What follows belongs to an exercise in optimizing a design on an open flow for small area; a production flow would make more cautious choices. Only simulation tests tie the RTL to the original design; equivalence was not proved. Power and IR drop assume default switching activity.

==> flow/design.v <==
module adc_seq (
    input  wire        clk,
    input  wire        rst,
    input  wire        cmd_valid,
    input  wire [31:0] cmd_word,
    input  wire [31:0] cmd_addr,
    input  wire [31:0] cmd_a,
    input  wire [31:0] cmd_b,
    output wire        ready,
    output wire        rsp_valid,
    output wire [1:0]  rsp_kind,
    output wire [31:0] rsp_data,
    input  wire        rsp_take,
    output wire        busy,
    output wire        fault,
    output wire [2:0]  fault_cause,
    output wire [31:0] fault_info,
    output wire [15:0] pin_oe,
    output wire [15:0] pin_out,
    output wire        conv_start,
    output wire [4:0]  conv_ch,
    output wire        conv_trusted,
    input  wire        conv_done,
    input  wire [11:0] conv_data
);
    localparam [31:0] A_CLK0  = 32'h1000_0000;
    localparam [31:0] A_CLK1  = 32'h1000_0004;
    localparam [31:0] A_MODER = 32'h2000_0000;
    localparam [31:0] A_ODR   = 32'h2000_0014;
    localparam [31:0] A_SR    = 32'h3000_0000;
    localparam [31:0] A_CR    = 32'h3000_0008;
    localparam [31:0] A_SQR   = 32'h3000_0034;
    localparam [31:0] A_DR    = 32'h3000_004C;
    localparam [3:0] OP_RD = 4'h1, OP_WR = 4'h2, OP_MOD = 4'h3, OP_PORT_INIT = 4'h4,
                     OP_PIN_SET = 4'h5, OP_ADC_INIT = 4'h6, OP_ADC_READ = 4'h7;
    localparam [3:0] S_IDLE = 4'b0000, S_RSP_OK = 4'b0001, S_RSP_DATA = 4'b0010,
                     S_START_OK = 4'b0100, S_START_RD = 4'b0101,
                     S_STAB = 4'b0110, S_POLL = 4'b0111;
    localparam [2:0] F_NONE = 3'd0, F_ILLEGAL = 3'd1, F_MISALIGNED = 3'd2,
                     F_UNMAPPED = 3'd3, F_UNCLOCKED = 3'd4, F_RO_WRITE = 3'd5,
                     F_DISTURBED = 3'd6;
    reg [31:0] clk0, clk1, moder, odr, sqr;
    reg [31:0] cr;
    reg [11:0] dr;
    reg        eoc, settled, conv_busy;
    reg [3:0]  st;
    reg [31:0] d_n;          
    wire [31:0] d = ~d_n;
    wire idle = (st == S_IDLE);
    wire stab = (st == S_STAB);
    wire poll = (st == S_POLL);
    wire k    = idle & ~rst;             
    wire acc  = k & cmd_valid;
    wire [3:0] op = cmd_word[3:0];
    wire hi_zero  = (cmd_word[31:9] == 23'd0);
    wire mid_zero = (cmd_word[8:4] == 5'd0);
    reg legal;
    always @(*) begin
        case (op)
            OP_RD, OP_WR, OP_MOD, OP_ADC_INIT, OP_ADC_READ:
                legal = hi_zero & mid_zero;
            OP_PORT_INIT:
                legal = hi_zero & mid_zero & (cmd_a[31:16] == 16'd0);
            OP_PIN_SET:
                legal = hi_zero;
            default:
                legal = 1'b0;
        endcase
    end
    wire kl     = k & legal;
    wire op_rd  = kl & (op == OP_RD);
    wire op_wr  = kl & (op == OP_WR);
    wire op_mod = kl & (op == OP_MOD);
    wire op_pi  = kl & (op == OP_PORT_INIT);
    wire op_ps  = kl & (op == OP_PIN_SET);
    wire op_ai  = kl & (op == OP_ADC_INIT);
    wire op_ar  = kl & (op == OP_ADC_READ);
    wire op_wm  = op_wr | op_mod;
    wire op_gen = op_rd | op_wm;
    wire [31:0] a = cmd_addr;
    wire is_clk0  = (a == A_CLK0);
    wire is_clk1  = (a == A_CLK1);
    wire is_moder = (a == A_MODER);
    wire is_odr   = (a == A_ODR);
    wire is_sr    = (a == A_SR);
    wire is_cr    = (a == A_CR);
    wire is_sqr   = (a == A_SQR);
    wire is_dr    = (a == A_DR);
    wire mapped   = is_clk0 | is_clk1 | is_moder | is_odr | is_sr | is_cr | is_sqr | is_dr;
    wire clocked  = is_clk0 | is_clk1 |
                    ((is_moder | is_odr) & clk0[0]) |
                    ((is_sr | is_cr | is_sqr | is_dr) & clk1[8]);
    wire cr_w0   = cmd_a[0] | (op_mod & cr[0] & ~cmd_b[0]);
    wire cr_w30  = cmd_a[30];
    wire clk1_w8 = cmd_a[8] | (op_mod & clk1[8] & ~cmd_b[8]);
    wire disturbs = conv_busy & ((is_cr & (cr_w30 | ~cr_w0)) | is_sqr | (is_clk1 & ~clk1_w8));
    reg [2:0] gfault;
    always @(*) begin
        if (a[1:0] != 2'b00)
            gfault = F_MISALIGNED;
        else if (!mapped)
            gfault = F_UNMAPPED;
        else if (!clocked)
            gfault = F_UNCLOCKED;
        else if (op_wm & (is_sr | is_dr))
            gfault = F_RO_WRITE;
        else if (op_wm & disturbs)
            gfault = F_DISTURBED;
        else
            gfault = F_NONE;
    end
    wire g_ok    = op_gen & (gfault == F_NONE);
    wire b_clk0  = g_ok & is_clk0;
    wire b_clk1  = g_ok & is_clk1;
    wire b_moder = g_ok & is_moder;
    wire b_odr   = g_ok & is_odr;
    wire b_sr    = g_ok & is_sr;
    wire b_cr    = g_ok & is_cr;
    wire b_sqr   = g_ok & is_sqr;
    wire b_dr    = (g_ok & is_dr) | (poll & ~rst);
    wire f_word  = k & ~legal;
    wire f_addr  = op_gen & (gfault != F_NONE);
    wire f_odr   = op_ps & ~clk0[0];
    wire f_sqr   = op_ai & conv_busy;
    wire f_cr    = op_ar & (~clk1[8] | conv_busy);
    wire [31:0] rdata = ({32{f_word}}  & cmd_word) |
                        ({32{f_addr}}  & cmd_addr) |
                        ({32{f_odr}}   & A_ODR) |
                        ({32{f_sqr}}   & A_SQR) |
                        ({32{f_cr}}    & A_CR)  |
                        ({32{b_clk0}}  & clk0)  |
                        ({32{b_clk1}}  & clk1)  |
                        ({32{b_moder}} & moder) |
                        ({32{b_odr}}   & odr)   |
                        ({32{b_sr}}    & {30'd0, eoc, 1'b0}) |
                        ({32{b_cr}}    & cr)    |
                        ({32{b_sqr}}   & sqr)   |
                        ({32{b_dr}}    & {20'd0, dr});
    wire [15:0] pin_bit = 16'd1 << cmd_word[7:4];
    reg  [31:0] clr, set;
    integer i;
    always @(*) begin
        for (i = 0; i < 32; i = i + 1) begin
            clr[i] = rst | op_wr | (op_mod & cmd_b[i]);
            set[i] = (op_wm & cmd_a[i]) | (op_pi & (i % 2 == 0)) |
                     (op_ps & (i < 16) & cmd_word[8]);
        end
    end
    wire [31:0] wbus = (rdata & ~clr) | set;
    reg [2:0]  cause;
    always @(*) begin
        cause = F_NONE;
        if (!legal) begin
            cause = F_ILLEGAL;
        end else if (op_gen) begin
            cause = gfault;
        end else if (op_ps) begin
            cause = clk0[0] ? F_NONE : F_UNCLOCKED;
        end else if (op_ai) begin
            cause = conv_busy ? F_DISTURBED : F_NONE;
        end else if (op_ar) begin
            cause = !clk1[8] ? F_UNCLOCKED : conv_busy ? F_DISTURBED : F_NONE;
        end
    end
    wire good  = (cause == F_NONE);
    wire ok    = acc & good;
    wire g_wr  = ok & op_wm;
    wire b_wr  = g_wr;                            
    wire ai_run   = acc & legal & op_ai;          
    wire ai_ok    = ok & op_ai;
    wire pi_ok    = ok & op_pi;
    wire wr_start = g_wr & is_cr & cr_w30 & cr_w0;
    wire ar_start = ok & op_ar & cr[0];
    wire start    = wr_start | ar_start;
    wire settle_clr = (g_wr & is_cr & (cr_w0 != cr[0])) | (g_wr & is_clk1 & ~clk1_w8) |
                      (ai_ok & ~cr[0]);
    wire stab_end = stab & (d[3:0] == 4'd15);
    wire we_clk0  = (b_wr & b_clk0)  | rst;
    wire we_clk1  = (b_wr & b_clk1)  | rst;
    wire we_moder = (b_wr & b_moder) | rst;
    wire we_odr   = (b_wr & b_odr)   | rst;
    wire ps_ok    = ok & op_ps;
    wire [15:0] we_mfield = {16{we_moder}} | ({16{pi_ok}} & cmd_a[15:0]);
    wire [15:0] we_obit   = {16{we_odr}}   | ({16{ps_ok}} & pin_bit);
    wire we_sqr   = (b_wr & b_sqr)   | rst;
    wire we_cr    = (b_wr & b_cr)    | rst;
    wire set_clk0_0 = pi_ok | ai_run;
    always @(posedge clk) begin
        if (we_clk0) clk0[31:1] <= wbus[31:1];
        if (we_clk0 | set_clk0_0) clk0[0] <= wbus[0] | set_clk0_0;
        if (we_clk1) begin clk1[31:9] <= wbus[31:9]; clk1[7:0] <= wbus[7:0]; end
        if (we_clk1 | ai_run) clk1[8] <= wbus[8] | ai_run;
        for (i = 0; i < 16; i = i + 1) begin
            if (i == 4) begin
                if (we_mfield[i] | ai_run) moder[2*i +: 2] <= wbus[2*i +: 2] | {2{ai_run}};
            end else begin
                if (we_mfield[i]) moder[2*i +: 2] <= wbus[2*i +: 2];
            end
            if (we_obit[i]) odr[i] <= wbus[i];
        end
        if (we_odr) odr[31:16] <= wbus[31:16];
        if (we_sqr) sqr[31:5] <= wbus[31:5];
        if (we_sqr | ai_ok) sqr[4:0] <= ai_ok ? 5'd4 : wbus[4:0];
        if (we_cr) begin cr[31] <= wbus[31]; cr[29:1] <= wbus[29:1]; end
        if (we_cr | ai_ok) cr[0] <= wbus[0] | ai_ok;
        cr[30] <= 1'b0;
    end
    always @(posedge clk) begin
        if (rst) begin
            dr <= 12'd0;
            eoc <= 1'b0;
            settled <= 1'b0;
            conv_busy <= 1'b0;
        end else begin
            if (settle_clr)
                settled <= 1'b0;
            else if (stab_end)
                settled <= 1'b1;
            if ((ok & op_rd & is_dr) | (poll & eoc))
                eoc <= 1'b0;
            if (start) begin
                eoc <= 1'b0;
                conv_busy <= 1'b1;
            end
            if (conv_done & conv_busy) begin
                dr <= conv_data;
                eoc <= 1'b1;
                conv_busy <= 1'b0;
            end
        end
    end
    always @(posedge clk) begin
        if (idle | (poll & eoc))
            d_n <= ~rdata;
        else if (stab)
            d_n[3:0] <= ~(d[3:0] + 4'd1);
        if (rst) begin
            st <= S_IDLE;
        end else begin
            case (st)
                S_IDLE:
                    if (acc) begin
                        if (!good)              st <= {1'b1, cause};
                        else if (wr_start)      st <= S_START_OK;
                        else if (ar_start)      st <= S_START_RD;
                        else if (op_ai)         st <= S_STAB;
                        else if (op_ar)         st <= S_POLL;
                        else if (op_rd)         st <= S_RSP_DATA;
                        else                    st <= S_RSP_OK;
                    end
                S_RSP_OK, S_RSP_DATA:
                    if (rsp_take) st <= S_IDLE;
                S_START_OK: st <= S_RSP_OK;
                S_START_RD: st <= S_POLL;
                S_STAB:  if (d[3:0] == 4'd15) st <= S_RSP_OK;
                S_POLL:  if (eoc) st <= S_RSP_DATA;
                default: ;  
            endcase
        end
    end
    wire rsp_on = ~st[3] & ~st[2] & (st[1] | st[0]);
    assign ready       = idle;
    assign busy        = ~st[3] & st[2];
    assign fault       = st[3];
    assign fault_cause = st[2:0] & {3{st[3]}};
    assign fault_info  = d & {32{st[3]}};
    assign rsp_valid   = rsp_on;
    assign rsp_kind    = st[1:0] & {2{~st[3] & ~st[2]}};
    assign rsp_data    = d & {32{st == S_RSP_DATA}};
    assign conv_start   = ~st[3] & st[2] & ~st[1];
    assign conv_ch      = sqr[4:0];
    assign conv_trusted = settled & (sqr[4:0] == 5'd4) & (moder[9:8] == 2'b11);
    genvar n;
    generate
        for (n = 0; n < 16; n = n + 1) begin : g_pin
            assign pin_oe[n]  = clk0[0] & (moder[2*n+1:2*n] == 2'b01);
            assign pin_out[n] = pin_oe[n] & odr[n];
        end
    endgenerate
endmodule
==> flow/flow/run.sh <==
#!/bin/bash
# Layout: the standard flow (standard.sh), with these changes:
#  - after the standard synthesis (run unchanged), the combinational logic of
#    its netlist is re-mapped by ABC with an area-recovering script
#    (flow/remap.tcl, flow/remap.abc); the flip-flops keep their instances,
#    names and cell types. If anything in that step fails, or the flip-flops
#    do not come out the same, the standard netlist is kept;
#  - buffer_ports buffers every input and output port with
#    sky130_fd_sc_hd__buf_1 (left to itself it picks a 10 um2 delay buffer);
#  - the clock tree is built from clkbuf_4 with clusters of at most 8 sinks
#    and no dummy loads.
# Each tool's full output goes to a log here: standard_synth.log,
# remap.log, standard_finish.log; ORFS writes each step's log under orfs/logs.
set -euo pipefail
W=$PWD
R=$W/orfs/results/$FLOW_PLATFORM/adc_seq/base
bash standard.sh synth > standard_synth.log 2>&1
cp "$R/1_2_yosys.v" "$W/standard_1_2_yosys.v"

YOSYS=$(command -v yosys || echo "$FLOW_HOME/../tools/install/yosys/bin/yosys")
ffs() { grep -oE '^\s*sky130_fd_sc_hd__[a-z]*df[a-z0-9_]* +\S+' "$1" | sort; }
ok=0
if REMAP_IN="$W/standard_1_2_yosys.v" REMAP_OUT="$W/remap_1_2_yosys.v" \
   REMAP_LIB="$FLOW_HOME/platforms/$FLOW_PLATFORM/lib/sky130_fd_sc_hd__tt_025C_1v80.lib" \
   REMAP_STUB="$W/flow/ffstub.v" REMAP_ABC="$W/flow/remap.abc" REMAP_TOP="$FLOW_TOP" \
   "$YOSYS" -c "$W/flow/remap.tcl" > remap.log 2>&1; then
  if [[ -s remap_1_2_yosys.v ]] && diff <(ffs standard_1_2_yosys.v) <(ffs remap_1_2_yosys.v) >> remap.log 2>&1 \
     && [[ $(ffs standard_1_2_yosys.v | wc -l) -gt 0 ]]; then
    ok=1
  fi
fi
if [[ $ok == 1 ]]; then
  echo "remap: using the re-mapped netlist" >> remap.log
  cp remap_1_2_yosys.v "$R/1_2_yosys.v"
  rm -f "$R/1_synth.odb" "$R/1_synth.sdc"
else
  echo "remap: keeping the standard netlist" >> remap.log
fi

bash standard.sh \
  "BUFFER_PORTS_ARGS=-buffer_cell sky130_fd_sc_hd__buf_1" \
  "CTS_ARGS=-sink_clustering_enable -repair_clock_nets -buf_list sky130_fd_sc_hd__clkbuf_4 -sink_clustering_size 8 -sink_clustering_max_diameter 40 -dont_use_dummy_load" \
  finish > standard_finish.log 2>&1
==> flow/flow/ffstub.v <==
// The flip-flop cells the standard synthesis uses, as blackboxes, so that the
// re-mapping leaves every register instance as it is.
(* blackbox *) module sky130_fd_sc_hd__edfxtp_1 (input CLK, input D, input DE, output Q); endmodule
(* blackbox *) module sky130_fd_sc_hd__dfxtp_1 (input CLK, input D, output Q); endmodule
==> flow/flow/remap.abc <==
strash
&get -n
&fraig -x
&put
scorr
dc2
strash
&get -n
&dch -f
&nf -R 1000
&put
buffer -c
topo
stime -c
upsize -c
dnsize -c
==> flow/flow/remap.tcl <==
# Re-map the standard synthesis's combinational logic with ABC; the flip-flops
# (blackboxes here) keep their instances, names and cell types.
# Environment: REMAP_IN, REMAP_OUT, REMAP_LIB, REMAP_STUB, REMAP_ABC, REMAP_TOP.
yosys read_verilog $::env(REMAP_STUB)
yosys read_liberty -wb -nooverwrite -ignore_miss_func $::env(REMAP_LIB)
yosys read_verilog $::env(REMAP_IN)
yosys hierarchy -check -top $::env(REMAP_TOP)
yosys flatten -wb
yosys opt -purge
yosys abc -liberty $::env(REMAP_LIB) \
  -dont_use sky130_fd_sc_hd__probe_p_8 -dont_use sky130_fd_sc_hd__probec_p_8 \
  -dont_use sky130_fd_sc_hd__lpflow_* \
  -D 4500 -script $::env(REMAP_ABC)
yosys opt_clean -purge
yosys setundef -zero
yosys splitnets
yosys opt_clean -purge
yosys hilomap -singleton -hicell sky130_fd_sc_hd__conb_1 HI -locell sky130_fd_sc_hd__conb_1 LO
yosys rename -hide w:*.*
yosys rename -enumerate
yosys check
yosys tee -o $::env(REMAP_OUT).stat stat -liberty $::env(REMAP_LIB)
yosys write_verilog -noattr -nohex -nodec $::env(REMAP_OUT)
==> flow/standard.sh <==
#!/bin/bash
# synth_recipe.tcl (not shown) runs the flow's synth.tcl, then flattens the netlist and writes it again
# the make line also repeats each setting of config.mk as NAME=value (left out here)
make -C /OpenROAD-flow-scripts/flow DESIGN_CONFIG=/design/flow/config.mk WORK_HOME=/design/flow/orfs CLKGATE_MAP_FILE= SYNTH_SCRIPT=/design/flow/synth_recipe.tcl "${@:-finish}"
==> flow/config.mk <==
export PLATFORM = sky130hd
export DESIGN_NAME = adc_seq
export DESIGN_NICKNAME = adc_seq
export VERILOG_FILES = /design/flow/design.v
export SDC_FILE = /design/flow/constraint.sdc
export NUM_CORES = 4
export LEC_CHECK = 0
export ABC_AREA = 1
export CAP_MARGIN = 20
export CORE_MARGIN = 2
export CORE_UTILIZATION = 70
export PLACE_DENSITY = 0.9
export SLEW_MARGIN = 20
==> flow/constraint.sdc <==
create_clock -name core_clock -period 6.0 [get_ports {clk}]
set_input_delay 1.2000 -clock core_clock [delete_from_list [all_inputs] [get_ports {clk}]]
set_output_delay 1.2000 -clock core_clock [all_outputs]
set_load 0.01 [all_outputs]
==> summary.txt <==
==> critical path, delay by kind of cell <==
kind | cells | cell delay, ns
compound gates | 7 | 1.69
buf+inv | 5 | 0.99
simple gates | 9 | 2.22
==> where the power goes <==
group          switching [mW]  internal [mW]  total (mW)
clock network           0.551          0.292       0.843
logic                   0.518          0.221       0.740
registers               0.121           2.10        2.22
==> state kept, by name, indices dropped and copies added, names as in the netlist <==
signal     cells
clk0          32
clk1          32
d_n           32
moder         32
odr           32
sqr           32
cr            31
dr            12
st             4
conv_busy      1
eoc            1
settled        1
==> final cells by class <==
cell class	count	share of cell area, %
Inverter	15	0.4236
Timing Repair Buffer	329	12.39
Multi-Input combinational cell	685	29.77
Sequential cell	242	53.24
Tap cell	216	2.033
Clock buffer	38	2.146
==> metrics by stage <==
stage / util, % / instance area (µm²) / TNS [ns] / worst slack [ns] / hold WS [ns]
global placement: 82.17 / 13010 / -1.313 / -0.09711 / 0.4493
floorplan: - / 11330 / 0 / 0.3664 / 0.4297
global route: 83.98 / 13290 / 0 / 0.1153 / 0.5010
detailed placement: 82.17 / 13010 / -7.075 / -0.2140 / 0.4511
finish: 83.98 / 13290 / 0 / 0.2163 / 0.4775
CTS: 83.98 / 13290 / 0 / 0.4415 / 0.4690
==> metal layers <==
metal / global-route usage [%] / vias up / wire length, µm
li1: - / 4476 / -
met1: 62.18 / 5015 / 13110
met2: 74.06 / 1319 / 18610
met3: 17.55 / 344 / 7813
met4: 29.71 / 4 / 3449
met5: 0.2924 / - / 52
==> cells in the final DEF, fill, tap and decap left out, types with 4 or more instances in the layout <==
| cell | instances |
|---|---|
| a21oi_1 | 36 |
| or2_2 | 5 |
| buf_4 | 62 |
| clkbuf_4 | 38 |
| a22oi_1 | 24 |
| inv_1 | 14 |
| o31ai_1 | 4 |
| buf_1 | 256 |
| a222oi_1 | 35 |
| a221oi_1 | 20 |
| and2_1 | 8 |
| buf_12 | 11 |
| a22o_1 | 8 |
| o21ai_0 | 27 |
| nor2b_1 | 5 |
| nand2_1 | 137 |
| and2_0 | 21 |
| nand4_1 | 10 |
| dfxtp_1 | 19 |
| a211o_1 | 21 |
| nor2_1 | 125 |
| a211oi_1 | 36 |
| nand2b_1 | 12 |
| a221o_1 | 4 |
| nand3_1 | 28 |
| and3_1 | 13 |
| nor3_1 | 8 |
| o21ai_1 | 19 |
| nand3b_1 | 4 |
| nor2_2 | 7 |
| a21o_1 | 15 |
| nor4_1 | 20 |
| edfxtp_1 | 223 |
| a31oi_1 | 4 |
==> worst max path at each step <==
stage          cells after the start  slack (ns)       end
2_1_floorplan                     20        0.37    sqr[0]
4_1_cts                           21        0.44    cr[13]
5_1_grt                           21        0.12  clk1[13]
6_report                          21        0.22  clk0[14]
3_5_place_dp                      21       -0.21   odr[13]
3_3_place_gp                      21        -0.1  clk1[13]
==> impl_metrics.yaml <==
grt:
  grt_pass1_vias: 10840
  grt_pass1_wl_mm: 63.47
  grt_max_degree: 35
  antenna_found_initial: 3
  track_usage_pct: 49.38
  grt-ovfl-total: 0
floorplanning:
  die_y_um: 131.2
  core_um2: 15830
  initial_utilization_pct: 71.57
  die_w_um: 131.2
  die_area_um2: 17220
  rows: 46
  pin_count: 257
finish:
  antenna_cells: 0
  multi_input_area_um2: 3956
  seqCellArea_um2: 7077
  area_growth_syn_to_layout_pct: 17.33
  stdcell_count: 1525
  fillerInstances: 927
  nets: 1456
  drive_gt1_share_pct: 10.16
outcome:
  outcome: "no timing/DRC/antenna violations"
cts:
  path_clk_slew_ns: 0.09
  clock_latency_ns: 0.68
  clock-sinks: 242
  htree_levels: 2
  cts.repair.resized: 0
  post_cts_buffers: 0
  numCtsBuffers: 38
  clockRootBuffer: "clkbuf_4"
  hold_buffers: 0
  cts_tree: "done"
  clockBufferDepth: 3
place:
  post-place-cells: 1487
  gp_congestion: 1.025
  portBuffers: 256
  dp_hpwl_mm: 30.52
synthesis:
  synth_area_um2: 11330
  synth_cells: 996
  yosysWarnings: 1
  syn_area_per_cell_um2: 11.37
  synth_nets: 1141
setup_path:
  rr_endpoint: "clk0[14]"
  slowest_stage: "nor4_1"
  start_kind: "input pin"
  cpMostUsedCell: "buf_4"
  critPathCaptureType: "register"
  worstPathCellList: "buf_1 > nor4_1 > buf_4 > a41oi_1 > o21ai_1 > a21oi_1 > or3_4 > nor3_4 > and3_1 > buf_4 > nor2b_1 > nor3_4 > nand2_2 > nor2_2 > buf_12 > buf_4 > a222oi_1 > nand2_1 > a221oi_1 > a211oi_1 > a211o_1"
  reg2reg_slack_ns: 1.48
  worstPathRequired_ns: 6.33
  arrival_ns: 6.11
  crit_fanout: 16
  path_class: "in -> reg"
  r2r-start: "st[3]"
  worstRegToRegCells: 16
  critPathLaunch: "cmd_a[27]"
  critPathMaxStageDelay_ns: 0.50
detailed_routing:
  vias: 11160
  drt_wl_total_mm: 43.03
  drt-vias-per-instance: 7.317
  wl_per_cell_um: 28.21
  ant_nets: 0
  drtPass1Iterations: 20
  drc_errors: 0
  drt_iter0_markers: 2262
sta:
  timing.fmax_mhz: 172.9
  drv_slew: 0
  slew_headroom_pct: 30.49
  timing.final.crit_share_pct: 96.40
  finalHoldViolCount: 0
  skew_ns: 0.1018
  final.min_clock_period_ns: 5.784
  setup_viol: 0
  worst_pin_slew_ns: 1.040
  rsz0062_at_grt: "false"
hold_path:
  hold_path_end: "dr[0]"
  min_from: "dr[0]"
  min_path_type: "reg -> reg"
  worstHoldPathCells: 2
job:
  max-cap-violations: 0
power_and_ir_drop:
  power.leakage_nw: 4.778
  peakVddDrop_mv: 0.2509
  total_power_mw: 3.807
  p_per_area_nw_per_um2: 286.5

==> static timing again, ports no longer ideal <==
The results above use ideal ports. As a check the final layout listed here was re-extracted and re-timed, cells and wires unchanged. Step 1: set_driving_cell puts a clkbuf_16 on clk and a buf_2 on each other input, an assumption about the parent block. Step 2 moves the port delays by t, midway between the first and last clock arrival at a register: inputs arrive t later, outputs are due t later. That takes back most of the time a late clock gives input paths. Slacks: no drivers / after step 1 / after step 2; pairs: no drivers / after step 1.
shift t [ns]: 0.661
setup WS [ns]: 0.216 / 0.228 / -0.434
clock arrival spread, ns: 0.102 / 0.103
With both steps, setup timing fails in this run, where it was met with ideal ports. The setup slack of this run moves by +0.012 ns with the drivers and by -0.650 ns with both steps.
